Background: an optimization exercise with open tools, aiming at small area. Do not read the settings as production practice.
At most, simulation tests tie the RTL to the original design; equivalence was not proved.
Power is estimated from default activity; no workload was simulated.

v6:
==> flow/design.v <==
module msop_core (
    input  wire        clk,
    input  wire        rst,
    output wire [7:0]  imem_addr,
    input  wire [63:0] imem_data,
    output wire        dmem_re,
    output wire        dmem_we,
    output wire [7:0]  dmem_addr,
    output wire [31:0] dmem_wdata,
    input  wire [31:0] dmem_rdata,
    output wire        halted,
    output wire        aborted,
    output wire [1:0]  abort_cause,
    input  wire [3:0]  dbg_sel,
    output wire [31:0] dbg_val
);
    localparam ST_CLR  = 4'd0;    
    localparam ST_FET  = 4'd1;    
    localparam ST_DEC  = 4'd2;    
    localparam ST_C1   = 4'd3;    
    localparam ST_C2   = 4'd4;    
    localparam ST_XW   = 4'd5;    
    localparam ST_XF   = 4'd6;    
    localparam ST_IT   = 4'd7;    
    localparam ST_MV   = 4'd8;    
    localparam ST_PA   = 4'd9;    
    localparam ST_LDW  = 4'd10;   
    localparam ST_HALT = 4'd11;
    localparam ST_ABT1 = 4'd12;   
    localparam ST_ABT2 = 4'd13;   
    reg  [3:0]   state;
    reg  [7:0]   pc;
    reg  [3:0]   k;
    reg  [511:0] ringn;
    wire [511:0] ring = ~ringn;
    reg  [31:0]  An, B;
    wire [31:0]  A = ~An;
    reg          lap;
    reg          qn;
    reg  [4:0]   op;              
    reg  [3:0]   rpos;            
    reg          mk;              
    wire [31:0] R = ring[511:480];
    wire [3:0]  fa  = imem_data[57:54];
    wire [3:0]  fb  = imem_data[52:49];
    wire [3:0]  fc  = imem_data[47:44];
    wire [31:0] imm = imem_data[31:0];
    wire is_ar   = ~op[4] & ~op[3];               
    wire is_mul  = is_ar & (op[1:0] == 2'd0);
    wire is_div  = is_ar & (op[1:0] == 2'd3);
    wire is_md   = is_mul | is_div;
    wire is_sub  = is_ar & (op[1:0] == 2'd2);
    wire is_mem  = (op[4:2] == 3'b010);           
    wire is_ld   = is_mem & ~op[0];
    wire is_st   = is_mem & op[0];
    wire is_set  = (op == 5'd12);
    wire is_br   = (op >= 5'd13) && (op <= 5'd17);
    wire is_ret  = (op == 5'd18);
    wire regform = is_mem ? op[1] : (is_ar & op[2]);
    wire [3:0] kn  = k - 4'd1;
    wire [3:0] knn = k - 4'd2;
    wire       k0  = (k == 4'd0);
    wire        stopped = (state == ST_HALT) || (state == ST_ABT1) || (state == ST_ABT2);
    wire [3:0]  pos = stopped ? dbg_sel + ~k : rpos;
    reg  [31:0] D;
    integer i;
    always @(*) begin
        D = 32'd0;
        for (i = 0; i < 16; i = i + 1)
            D = D | (ring[i*32 +: 32] & {32{pos == i[3:0]}});
    end
    reg        xa1, xa2, s_in;
    reg        selD, selI, inv, cin;
    reg        bsrc, wen, wrd;
    wire [31:0] XA  = (A & {32{xa1}}) | ({A[30:0], 1'b0} & {32{xa2}}) | {31'd0, s_in};
    wire [31:0] XBr = (D & {32{selD}}) | (imm & {32{selI}});
    wire [31:0] XB  = XBr ^ {32{inv}};
    wire [32:0] c;        
    wire [31:0] u;        
    wire [32:0] t;        
    wire [31:0] S;
    wire        c11, c22;
    genvar gi;
    generate
        for (gi = 0; gi < 32; gi = gi + 1) begin : g_add
            wire cin_i = (gi == 0) ? cin : (gi == 11 || gi == 22) ? 1'b0 : c[gi];
            assign u[gi]   = XA[gi] ^ XB[gi] ^ cin_i;
            assign c[gi+1] = (XA[gi] & XB[gi]) | (cin_i & (XA[gi] ^ XB[gi]));
            wire t_i = (gi == 11 || gi == 22) ? 1'b1 : t[gi];
            assign t[gi+1] = t_i & u[gi];
            if (gi < 11)      assign S[gi] = u[gi];
            else if (gi < 22) assign S[gi] = u[gi] ^ (c11 & t_i);
            else              assign S[gi] = u[gi] ^ (c22 & t_i);
        end
    endgenerate
    assign t[0]  = 1'b1;
    assign c11 = c[11];
    assign c22 = c[22] | (c11 & t[22]);
    wire s_z  = ~|XBr;
    wire s_n  = XBr[31];
    wire a_ok = ~|A[31:10];
    reg taken;
    always @(*) begin
        case (op[2:0])
            3'd5: taken = s_z;              
            3'd6: taken = ~s_n;             
            3'd7: taken = s_n | s_z;        
            3'd0: taken = ~s_n & ~s_z;      
            default: taken = s_n;           
        endcase
    end
    wire [7:0] target = imm[31] ? 8'd0 : imm[9:2];
    reg [3:0] nstate;
    reg       pc_adv;
    reg       re, we;
    wire dsub = ~(A[31] ^ XBr[31]);
    always @(*) begin
        xa1 = 1'b1; xa2 = 1'b0; s_in = 1'b0;
        selD = 1'b0; selI = 1'b0; inv = 1'b0; cin = 1'b0;
        bsrc = 1'b0; wen = 1'b0; wrd = 1'b0;
        nstate = state; pc_adv = 1'b0; re = 1'b0; we = 1'b0;
        case (state)
            ST_CLR: begin
                xa1 = 1'b0; wen = 1'b1;
                if (k0) nstate = ST_FET;
            end
            ST_FET: nstate = ST_DEC;
            ST_DEC: nstate = ST_C1;
            ST_C1: begin
                xa1 = 1'b0; selD = regform; selI = ~regform;
                inv = is_sub; cin = is_sub;
                if (is_ret) nstate = ST_HALT;
                else if (is_div & s_z) nstate = ST_ABT1;
                else nstate = ST_C2;
            end
            ST_C2: begin
                selD = 1'b1;
                if (is_br) begin
                    xa1 = 1'b0;
                    pc_adv = 1'b1; nstate = ST_FET;
                end else if (is_md) begin
                    xa1 = 1'b0;
                    inv = is_div & D[31]; cin = is_div & D[31];
                    nstate = ST_XW;
                end else begin
                    selD = ~is_set;
                    nstate = ST_PA;
                end
            end
            ST_XW: begin
                if (k0) nstate = ST_XF;
            end
            ST_XF: begin
                xa1 = 1'b0; xa2 = 1'b1; bsrc = 1'b1;
                if (k0 && lap) nstate = ST_IT;
            end
            ST_IT: begin
                xa1 = 1'b0; xa2 = 1'b1;
                if (is_div) begin
                    s_in = B[31];
                    selD = regform; selI = ~regform; inv = dsub; cin = dsub;
                end else begin
                    selD = regform & B[31]; selI = ~regform & B[31];
                end
                if (k0 && lap) nstate = is_div ? ST_MV : ST_PA;
            end
            ST_MV: begin
                xa1 = 1'b0; xa2 = 1'b1; s_in = B[31] ^ qn;
                if (k0 && lap) nstate = ST_PA;
            end
            ST_PA: begin
                if (is_mem & ~a_ok) nstate = ST_ABT2;
                else if (is_st) begin
                    selD = 1'b1; we = 1'b1; pc_adv = 1'b1; nstate = ST_FET;
                end else if (mk) begin
                    if (is_ld) begin
                        re = 1'b1; nstate = ST_LDW;
                    end else begin
                        cin = is_div & qn; wen = 1'b1;
                        pc_adv = 1'b1; nstate = ST_FET;
                    end
                end
            end
            ST_LDW: begin
                wen = 1'b1; wrd = 1'b1; pc_adv = 1'b1; nstate = ST_FET;
            end
            default: ;
        endcase
    end
    wire [3:0] rsel = (nstate == ST_C2) ? (is_br ? fa : fb) :
                      (nstate == ST_PA) ? fa : fc;
    wire [3:0] kcmp = is_ld ? knn : kn;
    always @(posedge clk) begin
        ringn <= ~{ring[479:0], wen ? (wrd ? dmem_rdata : S) : R};
        An <= ~S;
        B <= {B[30:0], bsrc ? A[31] : ~S[31]};
        if (state == ST_C1) qn <= XBr[31];
        else if (state == ST_C2) qn <= qn ^ D[31];
        if (state != ST_XF && state != ST_IT && state != ST_MV) lap <= 1'b0;
        else if (k0) lap <= ~lap;
        op    <= imem_data[63:59];
        rpos  <= rsel + ~kn;
        mk    <= (kcmp == fa);
        if (rst) begin
            state <= ST_CLR;
            pc    <= 8'd0;
            k     <= 4'd15;
        end else begin
            state <= nstate;
            k     <= kn;
            if (pc_adv) pc <= (is_br & taken) ? target : pc + 8'd1;
        end
    end
    assign imem_addr   = pc;
    assign dmem_re     = re;
    assign dmem_we     = we;
    assign dmem_addr   = XA[9:2];
    assign dmem_wdata  = XBr;
    assign halted      = (state == ST_HALT);
    assign aborted     = (state == ST_ABT1) || (state == ST_ABT2);
    assign abort_cause = {state == ST_ABT2, state == ST_ABT1};
    assign dbg_val     = D;
endmodule
==> flow/config.mk <==
export PLATFORM = sky130hd
export DESIGN_NAME = msop_core
export DESIGN_NICKNAME = msop_core
export VERILOG_FILES = /design/flow/design.v
export SDC_FILE = /design/flow/constraint.sdc
export NUM_CORES = 4
export LEC_CHECK = 0
export CAP_MARGIN = 20
export CORE_MARGIN = 2
export CORE_UTILIZATION = 40
export PLACE_DENSITY = 0.6
export SLEW_MARGIN = 20
==> flow/constraint.sdc <==
create_clock -name core_clock -period 13.0 [get_ports {clk}]
set_input_delay 2.6000 -clock core_clock [delete_from_list [all_inputs] [get_ports {clk}]]
set_output_delay 2.6000 -clock core_clock [all_outputs]
set_load 0.01 [all_outputs]
standard.sh (not shown) runs the stock make flow with config.mk's settings and CLKGATE_MAP_FILE= SYNTH_SCRIPT=/design/flow/synth_recipe.tcl, a recipe that flattens the netlist after the stock synthesis.
==> flow/flow/run.sh <==
#!/bin/bash
# Own layout flow: the standard flow (standard.sh: ORFS with the standard flow's
# synthesis script, floorplan, power grid, placement and routing) with three
# changes, none of which touches the registers or the constraints:
#  - ABC maps the logic with an area-oriented script (flow/abc_map.script)
#    in place of ORFS's delay-oriented one; ORFS's scripts are copied here
#    and only abc_speed.script is replaced;
#  - each port gets the smallest buffer, buf_1, instead of the default one;
#  - the clock tree uses larger sink clusters and no dummy loads.
# The make output goes to flow.log here; ORFS keeps each step's log under orfs/logs.
set -euo pipefail
rm -rf scripts
cp -r "$FLOW_HOME/scripts" scripts
cp flow/abc_map.script scripts/abc_speed.script
export SCRIPTS_DIR="$PWD/scripts"
export BUFFER_PORTS_ARGS="-buffer_cell sky130_fd_sc_hd__buf_1"
export CTS_ARGS="-sink_clustering_enable -repair_clock_nets -dont_use_dummy_load -sink_clustering_size 28 -sink_clustering_max_diameter 100"
bash standard.sh finish > flow.log 2>&1
==> flow/flow/abc_map.script <==
strash
dc2
dch -f
amap -F 4 -A 10
topo
Input changes introduced in v7 (baseline for comparison: v6):
--- a/flow/design.v
+++ b/flow/design.v
@@ -25,12 +25,13 @@
     localparam ST_MV   = 4'd8;    
     localparam ST_PA   = 4'd9;    
     localparam ST_LDW  = 4'd10;   
     localparam ST_HALT = 4'd11;
     localparam ST_ABT1 = 4'd12;   
     localparam ST_ABT2 = 4'd13;   
+    localparam ST_PW   = 4'd14;   
     reg  [3:0]   state;
     reg  [7:0]   pc;
     reg  [3:0]   k;
     reg  [511:0] ringn;
     wire [511:0] ring = ~ringn;
     reg  [31:0]  An, B;
@@ -55,50 +56,51 @@
     wire is_st   = is_mem & op[0];
     wire is_set  = (op == 5'd12);
     wire is_br   = (op >= 5'd13) && (op <= 5'd17);
     wire is_ret  = (op == 5'd18);
     wire regform = is_mem ? op[1] : (is_ar & op[2]);
     wire [3:0] kn  = k - 4'd1;
-    wire [3:0] knn = k - 4'd2;
     wire       k0  = (k == 4'd0);
     wire        stopped = (state == ST_HALT) || (state == ST_ABT1) || (state == ST_ABT2);
     wire [3:0]  pos = stopped ? dbg_sel + ~k : rpos;
     reg  [31:0] D;
     integer i;
     always @(*) begin
         D = 32'd0;
         for (i = 0; i < 16; i = i + 1)
             D = D | (ring[i*32 +: 32] & {32{pos == i[3:0]}});
     end
     reg        xa1, xa2, s_in;
     reg        selD, selI, inv, cin;
-    reg        bsrc, wen, wrd;
+    reg        bsrc, wen, selM;
     wire [31:0] XA  = (A & {32{xa1}}) | ({A[30:0], 1'b0} & {32{xa2}}) | {31'd0, s_in};
-    wire [31:0] XBr = (D & {32{selD}}) | (imm & {32{selI}});
+    wire [31:0] XBr = (D & {32{selD}}) | (imm & {32{selI}}) | (dmem_rdata & {32{selM}});
     wire [31:0] XB  = XBr ^ {32{inv}};
     wire [32:0] c;        
     wire [31:0] u;        
     wire [32:0] t;        
     wire [31:0] S;
-    wire        c11, c22;
+    wire [7:0]  cb;       
     genvar gi;
     generate
         for (gi = 0; gi < 32; gi = gi + 1) begin : g_add
-            wire cin_i = (gi == 0) ? cin : (gi == 11 || gi == 22) ? 1'b0 : c[gi];
+            wire cin_i = (gi == 0) ? cin : (gi % 4 == 0) ? 1'b0 : c[gi];
             assign u[gi]   = XA[gi] ^ XB[gi] ^ cin_i;
             assign c[gi+1] = (XA[gi] & XB[gi]) | (cin_i & (XA[gi] ^ XB[gi]));
-            wire t_i = (gi == 11 || gi == 22) ? 1'b1 : t[gi];
+            wire t_i = (gi % 4 == 0) ? 1'b1 : t[gi];
             assign t[gi+1] = t_i & u[gi];
-            if (gi < 11)      assign S[gi] = u[gi];
-            else if (gi < 22) assign S[gi] = u[gi] ^ (c11 & t_i);
-            else              assign S[gi] = u[gi] ^ (c22 & t_i);
+            if (gi < 4) assign S[gi] = u[gi];
+            else        assign S[gi] = u[gi] ^ (cb[gi/4] & t_i);
+        end
+        for (gi = 1; gi < 8; gi = gi + 1) begin : g_cb
+            if (gi == 1) assign cb[gi] = c[4];
+            else         assign cb[gi] = c[4*gi] | (cb[gi-1] & t[4*gi]);
         end
     endgenerate
     assign t[0]  = 1'b1;
-    assign c11 = c[11];
-    assign c22 = c[22] | (c11 & t[22]);
+    assign cb[0] = cin;
     wire s_z  = ~|XBr;
     wire s_n  = XBr[31];
     wire a_ok = ~|A[31:10];
     reg taken;
     always @(*) begin
         case (op[2:0])
@@ -114,13 +116,13 @@
     reg       pc_adv;
     reg       re, we;
     wire dsub = ~(A[31] ^ XBr[31]);
     always @(*) begin
         xa1 = 1'b1; xa2 = 1'b0; s_in = 1'b0;
         selD = 1'b0; selI = 1'b0; inv = 1'b0; cin = 1'b0;
-        bsrc = 1'b0; wen = 1'b0; wrd = 1'b0;
+        bsrc = 1'b0; wen = 1'b0; selM = 1'b0;
         nstate = state; pc_adv = 1'b0; re = 1'b0; we = 1'b0;
         case (state)
             ST_CLR: begin
                 xa1 = 1'b0; wen = 1'b1;
                 if (k0) nstate = ST_FET;
             end
@@ -169,41 +171,43 @@
                 if (k0 && lap) nstate = ST_PA;
             end
             ST_PA: begin
                 if (is_mem & ~a_ok) nstate = ST_ABT2;
                 else if (is_st) begin
                     selD = 1'b1; we = 1'b1; pc_adv = 1'b1; nstate = ST_FET;
+                end else if (is_ld) begin
+                    re = 1'b1; nstate = ST_LDW;
                 end else if (mk) begin
-                    if (is_ld) begin
-                        re = 1'b1; nstate = ST_LDW;
-                    end else begin
-                        cin = is_div & qn; wen = 1'b1;
-                        pc_adv = 1'b1; nstate = ST_FET;
-                    end
+                    cin = is_div & qn; wen = 1'b1;
+                    pc_adv = 1'b1; nstate = ST_FET;
                 end
             end
             ST_LDW: begin
-                wen = 1'b1; wrd = 1'b1; pc_adv = 1'b1; nstate = ST_FET;
+                xa1 = 1'b0; selM = 1'b1; nstate = ST_PW;
+            end
+            ST_PW: begin
+                if (mk) begin
+                    wen = 1'b1; pc_adv = 1'b1; nstate = ST_FET;
+                end
             end
             default: ;
         endcase
     end
     wire [3:0] rsel = (nstate == ST_C2) ? (is_br ? fa : fb) :
                       (nstate == ST_PA) ? fa : fc;
-    wire [3:0] kcmp = is_ld ? knn : kn;
     always @(posedge clk) begin
-        ringn <= ~{ring[479:0], wen ? (wrd ? dmem_rdata : S) : R};
+        ringn <= ~{ring[479:0], wen ? S : R};
         An <= ~S;
         B <= {B[30:0], bsrc ? A[31] : ~S[31]};
         if (state == ST_C1) qn <= XBr[31];
         else if (state == ST_C2) qn <= qn ^ D[31];
         if (state != ST_XF && state != ST_IT && state != ST_MV) lap <= 1'b0;
         else if (k0) lap <= ~lap;
         op    <= imem_data[63:59];
         rpos  <= rsel + ~kn;
-        mk    <= (kcmp == fa);
+        mk    <= (kn == fa);
         if (rst) begin
             state <= ST_CLR;
             pc    <= 8'd0;
             k     <= 4'd15;
         end else begin
             state <= nstate;
[summary]
Looking at cell area across both flows, v7 is the stronger of the two, with v6 trailing. In the tables for v7 and v6, number of cells on the critical path reads higher with v7. v7 vs v6: total number of tap cells down in v7. The flow did not stop early for v7: all stages ran, and the layout cleared the timing, DRC and antenna checks. Of v7 and v6, the run reporting the higher non-clock inverter instance count of the final layout was v6. In the metrics for v7 and v6, the one carrying the higher longest individual stage delay on the worst path is v7. Looking at met3 track demand over resource in global routing across v7 and v6, the one that comes out lower is v6. Sequential cell count: v7 vs v6, no meaningful difference. What v7 reported for count of buffers not belonging to the clock network in the layout has to be multiplied by 1.10 to get the figure for v6. From v6 to v7 the numbers moved as follows: total power decreased about 1.2%, minimum hold slack decreased 0.0047 ns. On die area, the higher figure sits with v6, not v7. The adder and majority cell fraction of the synthesized area was comparable across v7 and v6.
For v7, only the layout was checked, not whether the RTL still works.

port drivers added, routing unchanged:
The flow's constraints put no driver on any port. The routed layouts listed below were extracted and timed again, unchanged, in two steps. Step 1, drivers: a clkbuf_16 drives clk and a buf_2 each remaining input, both assumed. Step 2, shift: input delay + t, output delay - t, t = (earliest + latest rising clock arrival at the registers) / 2. This alone moves slack from input paths to output paths. a / b / c = ideal / step 1 / step 2; a / b = the first two.
run | t (ns) | slack for setup (ns) | slew at the worst register clock pin (ns) | worst slew at a driven data input, ns | cell pins on the clock port's net
v6 | 0.629 | 0.672 / 0.701 / 0.072 | 0.11 / 0.11 | 0.05 | 1
v7 | 0.617 | 1.889 / 1.908 / 1.291 | 0.11 / 0.11 | 0.05 | 1
After both steps every run listed still meets setup and hold. For v6, which loses most, drivers alone change the setup slack by +0.029 ns; drivers and shift together by -0.600 ns.
